What follows belongs to an exercise in optimizing a design on an open flow for small area, a short achievable clock period and few clock cycles; a production flow would make more cautious choices.
At most, simulation tests tie the RTL to the original design; equivalence was not proved.
Power and IR drop assume default switching activity.

==> v8: inputs <==
// crpe
module crpe (
    input  wire         clk,
    input  wire         rst_n,
    input  wire         wr_en,
    input  wire [1:0]   wr_sel,
    input  wire [4:0]   wr_addr,
    input  wire [7:0]   wr_data,
    input  wire         cmd_valid,
    input  wire [3:0]   cmd_op,
    input  wire         cfg_ns3,
    input  wire [1:0]   cfg_porder,
    input  wire [7:0]   cfg_rounds,
    input  wire [5:0]   cfg_len,
    input  wire [4:0]   cfg_klen,
    input  wire [4:0]   cfg_slen,
    input  wire [4:0]   cfg_s2len,
    output reg          busy,
    output reg          done,
    output reg          err,
    output reg  [2:0]   ecode,
    output reg  [3:0]   kpos,
    output reg  [3:0]   spos,
    output reg  [3:0]   s2pos,
    output reg          swdir,
    output reg          cdir,
    output wire [255:0] data_out
);
clock: 12.0 ns
lec_check: 0
cap_margin: 20
cell_pad_in_sites_detail_placement: 4
cell_pad_in_sites_global_placement: 4
core_margin: 2
core_utilization: 20
gpl_routability_driven: 1
place_density: 0.35
slew_margin: 20
run.sh (not shown) runs the stock make flow with config.mk's settings and CLKGATE_MAP_FILE= SYNTH_SCRIPT=/design/flow/synth_recipe.tcl, a recipe that flattens the netlist after the stock synthesis.
==> v14: changes against v8 <==
--- a/flow/design.v
+++ b/flow/design.v
@@ -355,215 +355,140 @@
         else        v4 <= v3;
         bit4   <= bit3;
         first4 <= first3;
         r4     <= hr4_c[4:0];
         x4     <= off_c[22:0];
     end
     reg        v5, bit5, first5;
     reg [4:0]  r5;
-    reg [20:0] x5;
+    reg [18:0] x5;
     reg [7:0] hr5_c;
     always @(*) begin
         hr5_c = {3'd0, r4};
         hr5_c = {3'd0, h4step(hr5_c[4:0], x4[22:21], len_r, len3_r)};
+        hr5_c = {3'd0, h4step(hr5_c[4:0], x4[20:19], len_r, len3_r)};
     end
     always @(posedge clk) begin
         if (!rst_n) v5 <= 1'b0;
         else        v5 <= v4;
         bit5   <= bit4;
         first5 <= first4;
         r5     <= hr5_c[4:0];
-        x5     <= x4[20:0];
+        x5     <= x4[18:0];
     end
     reg        v6, bit6, first6;
     reg [4:0]  r6;
-    reg [18:0] x6;
+    reg [14:0] x6;
     reg [7:0] hr6_c;
     always @(*) begin
         hr6_c = {3'd0, r5};
-        hr6_c = {3'd0, h4step(hr6_c[4:0], x5[20:19], len_r, len3_r)};
+        hr6_c = {3'd0, h4step(hr6_c[4:0], x5[18:17], len_r, len3_r)};
+        hr6_c = {3'd0, h4step(hr6_c[4:0], x5[16:15], len_r, len3_r)};
     end
     always @(posedge clk) begin
         if (!rst_n) v6 <= 1'b0;
         else        v6 <= v5;
         bit6   <= bit5;
         first6 <= first5;
         r6     <= hr6_c[4:0];
-        x6     <= x5[18:0];
+        x6     <= x5[14:0];
     end
     reg        v7, bit7, first7;
     reg [4:0]  r7;
-    reg [16:0] x7;
+    reg [10:0] x7;
     reg [7:0] hr7_c;
     always @(*) begin
         hr7_c = {3'd0, r6};
-        hr7_c = {3'd0, h4step(hr7_c[4:0], x6[18:17], len_r, len3_r)};
+        hr7_c = {3'd0, h4step(hr7_c[4:0], x6[14:13], len_r, len3_r)};
+        hr7_c = {3'd0, h4step(hr7_c[4:0], x6[12:11], len_r, len3_r)};
     end
     always @(posedge clk) begin
         if (!rst_n) v7 <= 1'b0;
         else        v7 <= v6;
         bit7   <= bit6;
         first7 <= first6;
         r7     <= hr7_c[4:0];
-        x7     <= x6[16:0];
+        x7     <= x6[10:0];
     end
     reg        v8, bit8, first8;
     reg [4:0]  r8;
-    reg [14:0] x8;
+    reg [6:0] x8;
     reg [7:0] hr8_c;
     always @(*) begin
         hr8_c = {3'd0, r7};
-        hr8_c = {3'd0, h4step(hr8_c[4:0], x7[16:15], len_r, len3_r)};
+        hr8_c = {3'd0, h4step(hr8_c[4:0], x7[10:9], len_r, len3_r)};
+        hr8_c = {3'd0, h4step(hr8_c[4:0], x7[8:7], len_r, len3_r)};
     end
     always @(posedge clk) begin
         if (!rst_n) v8 <= 1'b0;
         else        v8 <= v7;
         bit8   <= bit7;
         first8 <= first7;
         r8     <= hr8_c[4:0];
-        x8     <= x7[14:0];
+        x8     <= x7[6:0];
     end
     reg        v9, bit9, first9;
     reg [4:0]  r9;
-    reg [12:0] x9;
+    reg [2:0] x9;
     reg [7:0] hr9_c;
     always @(*) begin
         hr9_c = {3'd0, r8};
-        hr9_c = {3'd0, h4step(hr9_c[4:0], x8[14:13], len_r, len3_r)};
+        hr9_c = {3'd0, h4step(hr9_c[4:0], x8[6:5], len_r, len3_r)};
+        hr9_c = {3'd0, h4step(hr9_c[4:0], x8[4:3], len_r, len3_r)};
     end
     always @(posedge clk) begin
         if (!rst_n) v9 <= 1'b0;
         else        v9 <= v8;
         bit9   <= bit8;
         first9 <= first8;
         r9     <= hr9_c[4:0];
-        x9     <= x8[12:0];
+        x9     <= x8[2:0];
     end
     reg        v10, bit10, first10;
-    reg [4:0]  r10;
-    reg [10:0] x10;
+    reg [7:0]  r10;
     reg [7:0] hr10_c;
     always @(*) begin
         hr10_c = {3'd0, r9};
-        hr10_c = {3'd0, h4step(hr10_c[4:0], x9[12:11], len_r, len3_r)};
+        hr10_c = bit9 ? {hr10_c[5:0], x9[2:1]} : {3'd0, h4step(hr10_c[4:0], x9[2:1], len_r, len3_r)};
+        hr10_c = bit9 ? {hr10_c[6:0], x9[0]} : {3'd0, hstep(hr10_c[4:0], x9[0], len_r)};
     end
     always @(posedge clk) begin
         if (!rst_n) v10 <= 1'b0;
         else        v10 <= v9;
         bit10   <= bit9;
         first10 <= first9;
-        r10     <= hr10_c[4:0];
-        x10     <= x9[10:0];
-    end
-    reg        v11, bit11, first11;
-    reg [4:0]  r11;
-    reg [8:0] x11;
-    reg [7:0] hr11_c;
-    always @(*) begin
-        hr11_c = {3'd0, r10};
-        hr11_c = {3'd0, h4step(hr11_c[4:0], x10[10:9], len_r, len3_r)};
-    end
-    always @(posedge clk) begin
-        if (!rst_n) v11 <= 1'b0;
-        else        v11 <= v10;
-        bit11   <= bit10;
-        first11 <= first10;
-        r11     <= hr11_c[4:0];
-        x11     <= x10[8:0];
-    end
-    reg        v12, bit12, first12;
-    reg [4:0]  r12;
-    reg [6:0] x12;
-    reg [7:0] hr12_c;
-    always @(*) begin
-        hr12_c = {3'd0, r11};
-        hr12_c = {3'd0, h4step(hr12_c[4:0], x11[8:7], len_r, len3_r)};
-    end
-    always @(posedge clk) begin
-        if (!rst_n) v12 <= 1'b0;
-        else        v12 <= v11;
-        bit12   <= bit11;
-        first12 <= first11;
-        r12     <= hr12_c[4:0];
-        x12     <= x11[6:0];
-    end
-    reg        v13, bit13, first13;
-    reg [4:0]  r13;
-    reg [4:0] x13;
-    reg [7:0] hr13_c;
-    always @(*) begin
-        hr13_c = {3'd0, r12};
-        hr13_c = {3'd0, h4step(hr13_c[4:0], x12[6:5], len_r, len3_r)};
-    end
-    always @(posedge clk) begin
-        if (!rst_n) v13 <= 1'b0;
-        else        v13 <= v12;
-        bit13   <= bit12;
-        first13 <= first12;
-        r13     <= hr13_c[4:0];
-        x13     <= x12[4:0];
-    end
-    reg        v14, bit14, first14;
-    reg [4:0]  r14;
-    reg [2:0] x14;
-    reg [7:0] hr14_c;
-    always @(*) begin
-        hr14_c = {3'd0, r13};
-        hr14_c = {3'd0, h4step(hr14_c[4:0], x13[4:3], len_r, len3_r)};
-    end
-    always @(posedge clk) begin
-        if (!rst_n) v14 <= 1'b0;
-        else        v14 <= v13;
-        bit14   <= bit13;
-        first14 <= first13;
-        r14     <= hr14_c[4:0];
-        x14     <= x13[2:0];
-    end
-    reg        v15, bit15, first15;
-    reg [7:0]  r15;
-    reg [7:0] hr15_c;
-    always @(*) begin
-        hr15_c = {3'd0, r14};
-        hr15_c = bit14 ? {hr15_c[5:0], x14[2:1]} : {3'd0, h4step(hr15_c[4:0], x14[2:1], len_r, len3_r)};
-        hr15_c = bit14 ? {hr15_c[6:0], x14[0]} : {3'd0, hstep(hr15_c[4:0], x14[0], len_r)};
-    end
-    always @(posedge clk) begin
-        if (!rst_n) v15 <= 1'b0;
-        else        v15 <= v14;
-        bit15   <= bit14;
-        first15 <= first14;
-        r15     <= hr15_c[7:0];
+        r10     <= hr10_c[7:0];
     end
     reg [7:0] ic;
-    wire [7:0] ic_start = !back_r ? 8'd0 : (bit14 ? {lm1, 3'b111} : {3'b000, lm1});
+    wire [7:0] ic_start = !back_r ? 8'd0 : (bit9 ? {lm1, 3'b111} : {3'b000, lm1});
     always @(posedge clk) begin
-        if (v14)
-            ic <= first14 ? ic_start : (back_r ? ic - 8'd1 : ic + 8'd1);
+        if (v9)
+            ic <= first9 ? ic_start : (back_r ? ic - 8'd1 : ic + 8'd1);
     end
-    wire [7:0] m_c   = r15;
-    wire [8:0] n_c   = bit15 ? {len_r, 3'b000} : {3'b000, len_r};
+    wire [7:0] m_c   = r10;
+    wire [8:0] n_c   = bit10 ? {len_r, 3'b000} : {3'b000, len_r};
     wire [8:0] up_s  = {1'b0, ic} + {1'b0, m_c};
     wire [8:0] up_t  = (up_s >= n_c) ? up_s - n_c : up_s;
     wire [8:0] dn_t  = (ic >= m_c) ? {1'b0, ic} - {1'b0, m_c}
                                    : {1'b0, ic} + n_c - {1'b0, m_c};
     wire [7:0] t_c   = ic[0] ? up_t[7:0] : dn_t[7:0];
     wire       eq_c  = (m_c == 8'd0);
     reg         dv_r, dbit, deq;
     reg [7:0]   di_r, dt_r;      
     assign dv = dv_r;
     always @(posedge clk) begin
         if (!rst_n) dv_r <= 1'b0;
-        else        dv_r <= v15;
-        dbit  <= bit15;
+        else        dv_r <= v10;
+        dbit  <= bit10;
         deq   <= eq_c;
-        di_r  <= bit15 ? ic  : {ic[4:0], 3'b000};
-        dt_r  <= bit15 ? t_c : {t_c[4:0], 3'b000};
+        di_r  <= bit10 ? ic  : {ic[4:0], 3'b000};
+        dt_r  <= bit10 ? t_c : {t_c[4:0], 3'b000};
     end
-    assign pipe_busy = v1 || v2 || v3 || v4 || v5 || v6 || v7 || v8 || v9 || v10 || v11 || v12 || v13 || v14 || v15 || v15 || (st == ST_RUN);
+    assign pipe_busy = v1 || v2 || v3 || v4 || v5 || v6 || v7 || v8 || v9 || v10 || v10 || (st == ST_RUN);
     wire [7:0] bi_byte = data_r[{di_r[7:3], 3'b000} +: 8];
     wire [7:0] bt_byte = data_r[{dt_r[7:3], 3'b000} +: 8];
     wire       xi = bi_byte[di_r[2:0]];
     wire       xt = bt_byte[dt_r[2:0]];
     wire       vt_bit = !back_r ? ~xi : (deq ? ~xt : xi);
     wire       vi_bit =  back_r ? ~xt : (deq ? ~xi : xt);
     wire [7:0] vt = dbit ? {8{vt_bit}} : bi_byte;
     wire [7:0] vi = dbit ? {8{vi_bit}} : bt_byte;
==> flow/config.mk (replaced) <==
export PLATFORM = sky130hd
export DESIGN_NAME = crpe
export DESIGN_NICKNAME = crpe
export VERILOG_FILES = /design/flow/design.v
export SDC_FILE = /design/flow/constraint.sdc
export NUM_CORES = 4
export LEC_CHECK = 0
export CAP_MARGIN = 20
export CELL_PAD_IN_SITES_DETAIL_PLACEMENT = 0
export CELL_PAD_IN_SITES_GLOBAL_PLACEMENT = 1
export CORE_MARGIN = 2
export CORE_UTILIZATION = 50
export GPL_ROUTABILITY_DRIVEN = 1
export GPL_TIMING_DRIVEN = 1
export PLACE_DENSITY = 0.62
export SLEW_MARGIN = 20
==> results.cfg <==
[synth]
yosysUniqueCellTypes = 84
ys_seq_area_share_pct = 41.9

[power_and_ir_drop]
ir_drop_uv = 191
p_int_uw = 9970
clock_power_uw = 3560

[run_status]
status = no timing/DRC/antenna violations

[clocking]
cts_made_buffers = 113
Source of the figures above: v14

==> results.cfg <==
[synth]
yosysUniqueCellTypes = 74
ys_seq_area_share_pct = 43.8

[run_status]
status = no timing/DRC/antenna violations

[power_and_ir_drop]
p_int_uw = 11400
clock_power_uw = 5040
ir_drop_uv = 166

[clocking]
cts_made_buffers = 165
Source of the figures above: v8

No run of this note included a check of the RTL's function; only the layout flow was run.

==> inputs of run a <==
crpe, a different RTL version from the one above (not shown whole).
Settings: LEC_CHECK=0, CAP_MARGIN=20, CELL_PAD_IN_SITES_DETAIL_PLACEMENT=0, CELL_PAD_IN_SITES_GLOBAL_PLACEMENT=1, CORE_MARGIN=2, CORE_UTILIZATION=40, GPL_ROUTABILITY_DRIVEN=1, GPL_TIMING_DRIVEN=1, PLACE_DENSITY=0.55, SLEW_MARGIN=20; clock period 12.0 ns.
==> inputs of run b, as changes to run a <==
--- a/flow/design.v
+++ b/flow/design.v
@@ -115,18 +115,16 @@
         begin
             x = {r, b};
             cstep = (x >= len) ? (x - len) : x[3:0];
         end
     endfunction
     reg  [7:0] pseq;
-    wire [3:0] rk_h  = cstep(rk,  pseq[7], klen_r);
-    wire [3:0] rs_h  = cstep(rs,  pseq[7], slen_r);
-    wire [3:0] rs2_h = cstep(rs2, pseq[7], s2len_r);
-    wire [3:0] rk_n  = cstep(rk_h,  pseq[6], klen_r);
-    wire [3:0] rs_n  = cstep(rs_h,  pseq[6], slen_r);
-    wire [3:0] rs2_n = cstep(rs2_h, pseq[6], s2len_r);
+    wire       pb = pseq[7];
+    wire [3:0] rk_n  = cstep(rk,  pb, klen_r);
+    wire [3:0] rs_n  = cstep(rs,  pb, slen_r);
+    wire [3:0] rs2_n = cstep(rs2, pb, s2len_r);
     wire       pi_bit = (st == ST_RUN) ? seq_layer(porder_r, nx_pidx) : cur_bit;
     wire [3:0] pi_k   = !back_r ? 4'd0 : (pi_bit ? kst_bit  : kst_byte);
     wire [3:0] pi_s   = !back_r ? 4'd0 : (pi_bit ? sst_bit  : sst_byte);
     wire [3:0] pi_s2  = !back_r ? 4'd0 : (pi_bit ? s2st_bit : s2st_byte);
     wire [7:0] pi_i   = pi_bit ? {lm1, 3'b111} : {3'b000, lm1};
     wire       pi_sw  = back_r && (pi_bit || ~len_r[0]);
@@ -232,22 +230,22 @@
                         lastq  <= !first_bit && len_one;
                     end
                 end
             end
             ST_PREP: begin
                 pc  <= pc + 3'd1;
-                pseq <= {pseq[5:0], 2'b00};
+                pseq <= {pseq[6:0], 1'b0};
                 rk  <= rk_n;
                 rs  <= rs_n;
                 rs2 <= rs2_n;
-                if (pc == 3'd2) begin
-                    kst_byte  <= rk_h;
-                    sst_byte  <= rs_h;
-                    s2st_byte <= rs2_h;
+                if (pc == 3'd4) begin
+                    kst_byte  <= rk_n;
+                    sst_byte  <= rs_n;
+                    s2st_byte <= rs2_n;
                 end
-                if (pc == 3'd3) begin
+                if (pc == 3'd7) begin
                     kst_bit  <= rk_n;
                     sst_bit  <= rs_n;
                     s2st_bit <= rs2_n;
                     st <= ST_START;
                 end
             end
@@ -602,60 +600,57 @@
         ti_r  <= bit16 ? ic  : {ic[4:0], 3'b000};
         tt_r  <= bit16 ? t_c : {t_c[4:0], 3'b000};
     end
     reg         dv_r, dbit, deq;
     reg [7:0]   di_r, dt_r;
     reg [31:0]  di_q, dt_q;
-    reg [1:0]   fi, ft;      
     always @(posedge clk) begin
         if (!rst_n) dv_r <= 1'b0;
         else        dv_r <= tv;
         dbit  <= tbit;
         deq   <= teq;
         di_r  <= ti_r;
         dt_r  <= tt_r;
         di_q  <= 32'd1 << ti_r[7:3];
         dt_q  <= 32'd1 << tt_r[7:3];
-        fi    <= {dv_r && ti_r[7:3] == dt_r[7:3], dv_r && ti_r[7:3] == di_r[7:3]};
-        ft    <= {dv_r && tt_r[7:3] == dt_r[7:3], dv_r && tt_r[7:3] == di_r[7:3]};
     end
     assign pipe_busy = v1 || v2 || v3 || v4 || v5 || v6 || v7 || v8 || v9 || v10 || v11 || v12 || v13 || v14 || v15 || v16 || v16 || tv || dv_r;
     reg         wv, wbit;
     reg [7:0]   wi, wt, wvt, wvi;
     assign dv = wv;
-    reg  [7:0] mask_t, mask_i;      
-    function [7:0] rdfw(input [255:0] d, input [31:0] sel, input [2:0] lane, input isbit,
-                        input [1:0] f, input [7:0] mt, input [7:0] mi,
+    wire [7:0] mask_t = wbit ? (8'd1 << wt[2:0]) : 8'hff;
+    wire [7:0] mask_i = wbit ? (8'd1 << wi[2:0]) : 8'hff;
+    function [7:0] rdfw(input [255:0] d, input [31:0] sel, input [7:0] adr, input isbit,
+                        input wv, input [7:0] wt, input [7:0] wi,
+                        input [7:0] mt, input [7:0] mi,
                         input [7:0] vt, input [7:0] vi);
         reg [7:0] by;
         integer l, q;
         begin
             by = 8'd0;
             for (q = 0; q < 32; q = q + 1)
                 by = by | ({8{sel[q]}} & d[q*8 +: 8]);
             for (l = 0; l < 8; l = l + 1) begin
-                if (f[1] && mt[l])      by[l] = vt[l];
-                else if (f[0] && mi[l]) by[l] = vi[l];
+                if (wv && adr[7:3] == wt[7:3] && mt[l])      by[l] = vt[l];
+                else if (wv && adr[7:3] == wi[7:3] && mi[l]) by[l] = vi[l];
             end
-            rdfw = isbit ? {8{by[lane]}} : by;
+            rdfw = isbit ? {8{by[adr[2:0]]}} : by;
         end
     endfunction
-    wire [7:0] xi = rdfw(data_r, di_q, di_r[2:0], dbit, fi, mask_t, mask_i, wvt, wvi);
-    wire [7:0] xt = rdfw(data_r, dt_q, dt_r[2:0], dbit, ft, mask_t, mask_i, wvt, wvi);
+    wire [7:0] xi = rdfw(data_r, di_q, di_r, dbit, wv, wt, wi, mask_t, mask_i, wvt, wvi);
+    wire [7:0] xt = rdfw(data_r, dt_q, dt_r, dbit, wv, wt, wi, mask_t, mask_i, wvt, wvi);
     wire [7:0] vt = !dbit ? xi : (!back_r ? ~xi : (deq ? ~xt : xi));
     wire [7:0] vi = !dbit ? xt : ( back_r ? ~xt : (deq ? ~xi : xt));
     always @(posedge clk) begin
         if (!rst_n) wv <= 1'b0;
         else        wv <= dv_r;
         wbit <= dbit;
         wi   <= di_r;
         wt   <= dt_r;
         wvt  <= vt;
         wvi  <= vi;
-        mask_t <= dbit ? (8'd1 << dt_r[2:0]) : 8'hff;
-        mask_i <= dbit ? (8'd1 << di_r[2:0]) : 8'hff;
     end
     wire host_data = !busy && wr_en && (wr_sel == 2'd0);
     genvar gq, gb;
     generate
         for (gq = 0; gq < 32; gq = gq + 1) begin : g_byte
             wire hsel = wr_en && (wr_sel == 2'd0) && (wr_addr == gq);
Settings changed: CORE_UTILIZATION 40 to 48, PLACE_DENSITY 0.55 to 0.6.
==> inputs of run c, as changes to run a <==
--- a/flow/design.v
+++ b/flow/design.v
@@ -115,18 +115,16 @@
         begin
             x = {r, b};
             cstep = (x >= len) ? (x - len) : x[3:0];
         end
     endfunction
     reg  [7:0] pseq;
-    wire [3:0] rk_h  = cstep(rk,  pseq[7], klen_r);
-    wire [3:0] rs_h  = cstep(rs,  pseq[7], slen_r);
-    wire [3:0] rs2_h = cstep(rs2, pseq[7], s2len_r);
-    wire [3:0] rk_n  = cstep(rk_h,  pseq[6], klen_r);
-    wire [3:0] rs_n  = cstep(rs_h,  pseq[6], slen_r);
-    wire [3:0] rs2_n = cstep(rs2_h, pseq[6], s2len_r);
+    wire       pb = pseq[7];
+    wire [3:0] rk_n  = cstep(rk,  pb, klen_r);
+    wire [3:0] rs_n  = cstep(rs,  pb, slen_r);
+    wire [3:0] rs2_n = cstep(rs2, pb, s2len_r);
     wire       pi_bit = (st == ST_RUN) ? seq_layer(porder_r, nx_pidx) : cur_bit;
     wire [3:0] pi_k   = !back_r ? 4'd0 : (pi_bit ? kst_bit  : kst_byte);
     wire [3:0] pi_s   = !back_r ? 4'd0 : (pi_bit ? sst_bit  : sst_byte);
     wire [3:0] pi_s2  = !back_r ? 4'd0 : (pi_bit ? s2st_bit : s2st_byte);
     wire [7:0] pi_i   = pi_bit ? {lm1, 3'b111} : {3'b000, lm1};
     wire       pi_sw  = back_r && (pi_bit || ~len_r[0]);
@@ -232,22 +230,22 @@
                         lastq  <= !first_bit && len_one;
                     end
                 end
             end
             ST_PREP: begin
                 pc  <= pc + 3'd1;
-                pseq <= {pseq[5:0], 2'b00};
+                pseq <= {pseq[6:0], 1'b0};
                 rk  <= rk_n;
                 rs  <= rs_n;
                 rs2 <= rs2_n;
-                if (pc == 3'd2) begin
-                    kst_byte  <= rk_h;
-                    sst_byte  <= rs_h;
-                    s2st_byte <= rs2_h;
+                if (pc == 3'd4) begin
+                    kst_byte  <= rk_n;
+                    sst_byte  <= rs_n;
+                    s2st_byte <= rs2_n;
                 end
-                if (pc == 3'd3) begin
+                if (pc == 3'd7) begin
                     kst_bit  <= rk_n;
                     sst_bit  <= rs_n;
                     s2st_bit <= rs2_n;
                     st <= ST_START;
                 end
             end
@@ -602,60 +600,57 @@
         ti_r  <= bit16 ? ic  : {ic[4:0], 3'b000};
         tt_r  <= bit16 ? t_c : {t_c[4:0], 3'b000};
     end
     reg         dv_r, dbit, deq;
     reg [7:0]   di_r, dt_r;
     reg [31:0]  di_q, dt_q;
-    reg [1:0]   fi, ft;      
     always @(posedge clk) begin
         if (!rst_n) dv_r <= 1'b0;
         else        dv_r <= tv;
         dbit  <= tbit;
         deq   <= teq;
         di_r  <= ti_r;
         dt_r  <= tt_r;
         di_q  <= 32'd1 << ti_r[7:3];
         dt_q  <= 32'd1 << tt_r[7:3];
-        fi    <= {dv_r && ti_r[7:3] == dt_r[7:3], dv_r && ti_r[7:3] == di_r[7:3]};
-        ft    <= {dv_r && tt_r[7:3] == dt_r[7:3], dv_r && tt_r[7:3] == di_r[7:3]};
     end
     assign pipe_busy = v1 || v2 || v3 || v4 || v5 || v6 || v7 || v8 || v9 || v10 || v11 || v12 || v13 || v14 || v15 || v16 || v16 || tv || dv_r;
     reg         wv, wbit;
     reg [7:0]   wi, wt, wvt, wvi;
     assign dv = wv;
-    reg  [7:0] mask_t, mask_i;      
-    function [7:0] rdfw(input [255:0] d, input [31:0] sel, input [2:0] lane, input isbit,
-                        input [1:0] f, input [7:0] mt, input [7:0] mi,
+    wire [7:0] mask_t = wbit ? (8'd1 << wt[2:0]) : 8'hff;
+    wire [7:0] mask_i = wbit ? (8'd1 << wi[2:0]) : 8'hff;
+    function [7:0] rdfw(input [255:0] d, input [31:0] sel, input [7:0] adr, input isbit,
+                        input wv, input [7:0] wt, input [7:0] wi,
+                        input [7:0] mt, input [7:0] mi,
                         input [7:0] vt, input [7:0] vi);
         reg [7:0] by;
         integer l, q;
         begin
             by = 8'd0;
             for (q = 0; q < 32; q = q + 1)
                 by = by | ({8{sel[q]}} & d[q*8 +: 8]);
             for (l = 0; l < 8; l = l + 1) begin
-                if (f[1] && mt[l])      by[l] = vt[l];
-                else if (f[0] && mi[l]) by[l] = vi[l];
+                if (wv && adr[7:3] == wt[7:3] && mt[l])      by[l] = vt[l];
+                else if (wv && adr[7:3] == wi[7:3] && mi[l]) by[l] = vi[l];
             end
-            rdfw = isbit ? {8{by[lane]}} : by;
+            rdfw = isbit ? {8{by[adr[2:0]]}} : by;
         end
     endfunction
-    wire [7:0] xi = rdfw(data_r, di_q, di_r[2:0], dbit, fi, mask_t, mask_i, wvt, wvi);
-    wire [7:0] xt = rdfw(data_r, dt_q, dt_r[2:0], dbit, ft, mask_t, mask_i, wvt, wvi);
+    wire [7:0] xi = rdfw(data_r, di_q, di_r, dbit, wv, wt, wi, mask_t, mask_i, wvt, wvi);
+    wire [7:0] xt = rdfw(data_r, dt_q, dt_r, dbit, wv, wt, wi, mask_t, mask_i, wvt, wvi);
     wire [7:0] vt = !dbit ? xi : (!back_r ? ~xi : (deq ? ~xt : xi));
     wire [7:0] vi = !dbit ? xt : ( back_r ? ~xt : (deq ? ~xi : xt));
     always @(posedge clk) begin
         if (!rst_n) wv <= 1'b0;
         else        wv <= dv_r;
         wbit <= dbit;
         wi   <= di_r;
         wt   <= dt_r;
         wvt  <= vt;
         wvi  <= vi;
-        mask_t <= dbit ? (8'd1 << dt_r[2:0]) : 8'hff;
-        mask_i <= dbit ? (8'd1 << di_r[2:0]) : 8'hff;
     end
     wire host_data = !busy && wr_en && (wr_sel == 2'd0);
     genvar gq, gb;
     generate
         for (gq = 0; gq < 32; gq = gq + 1) begin : g_byte
             wire hsel = wr_en && (wr_sel == 2'd0) && (wr_addr == gq);
==> notes <==
Run c ran to the end with no violations. Run b finished with timing, DRC and antenna clean. Run a produced a clean layout. Non-clock buffer count: run b > run c > run a. Die area, lowest first: run b, run c, run a. Utilization: run b > run a > run c. Of run b and run a, run a has the higher synthesized area (gap 1.1%, measured against run a). Routed wire length, highest first: run a, run b, run c. Of run b and run a, run a has the higher clock power (gap about 5.4%, measured against run a). Sequential share of layout area, highest first: run b, run c, run a. Clock skew: run b is lower than run a (0.0054 ns). In critical path depth, run b and run c do not differ. Final cell count, highest first: run a, run c, run b. Register-to-register slack: run c > run b > run a.
==> figures <==
quantity                                                              run a       run c       run b
Status                                     no timing/DRC/antenna violations  no timing/DRC/antenna violations  no timing/DRC/antenna violations
Util after Layout                                                     46.5%       46.5%       55.5%
Setup slack on the worst flop-to-flop path                          7.26 ns     7.40 ns     7.36 ns
Number of synthesized flops with an enable pin                          747         748         748
RR Startpoint                                                     slen_r[1]      kb1[5]      kb1[5]
Crit-path max cell delay                                            1.05 ns     0.99 ns     1.06 ns
Fraction of the mapped netlist area in compound gates                 12.8%       13.9%       13.9%
Share of cell area taken by muxes after synthesis                     9.20%       9.47%       9.47%
Seq cells post-synth                                                   1290        1271        1271
Instance area after placement                                     74400 µm²   73500 µm²   73300 µm²
Area share of fa/ha/maj cells after synthesis                         9.83%       9.58%       9.58%
GR met3 Demand/Resource                                               14.0%       9.93%       15.8%
Area of the multi-input gates                                     33100 µm²   32600 µm²   32600 µm²
Clock latency reported for the late side of the worst-skew pair     0.85 ns     0.82 ns     0.82 ns
Area share of xor/xnor cells in the synthesized design                2.91%       2.71%       2.71%
Minimum setup slack in the final design                             6.98 ns     7.08 ns     7.04 ns
Die Outline Area                                                 175000 µm²  173000 µm²  145000 µm²
Switching power of the nets                                         10.3 mW     9.91 mW     9.91 mW
Routed via count                                                      56100       54600       55900
Share of the clock period used by the worst path                      41.9%       41.0%       41.4%
Inverters, non-clock                                                    304         306         306
Largest net degree at the start of global routing                        95          83         131
Count of TritonRoute iterations in the first routing pass                10           8          11
Testbench counts of run a, summed over its fixed seeds: cycles 85,333.
Testbench counts of run b, summed over its fixed seeds: cycles 85,653.
Testbench counts of run c, summed over its fixed seeds: cycles 85,653.

## separate check: timing with driven ports
In the flow no input, the clock included, has a driving cell. The finished layouts below were timed again as built, in two steps. Step 1: set_driving_cell puts a clkbuf_16 on clk and a buf_2 on each other input, an assumption about the parent block. Step 2 adds t to the input delays and takes it off the output delays; t is the mean of the earliest and latest rising clock arrival at the registers after step 1. Input paths then give back, and output paths get back, about the clock's delay inside the block. Three values: ideal, step 1, step 2; two values: the first two.
run | t, ns | setup WS [ns] | hold slack, ns
v8 | 0.968 | 5.596 / 5.596 / 5.596 | 0.294 / 0.294 / 0.294
v14 | 0.820 | 5.453 / 5.453 / 5.453 | 0.288 / 0.288 / 0.288
run a | 0.903 | 6.976 / 6.889 / 6.341 | 0.289 / 0.289 / 0.289
run b | 0.877 | 7.035 / 6.947 / 6.570 | 0.283 / 0.283 / 0.283
run c | 0.882 | 7.082 / 6.992 / 6.267 | 0.291 / 0.291 / 0.291
After both steps setup and hold are still met in every run listed. For run c, which loses most, drivers alone change the setup slack by -0.090 ns; drivers and shift together by -0.815 ns.
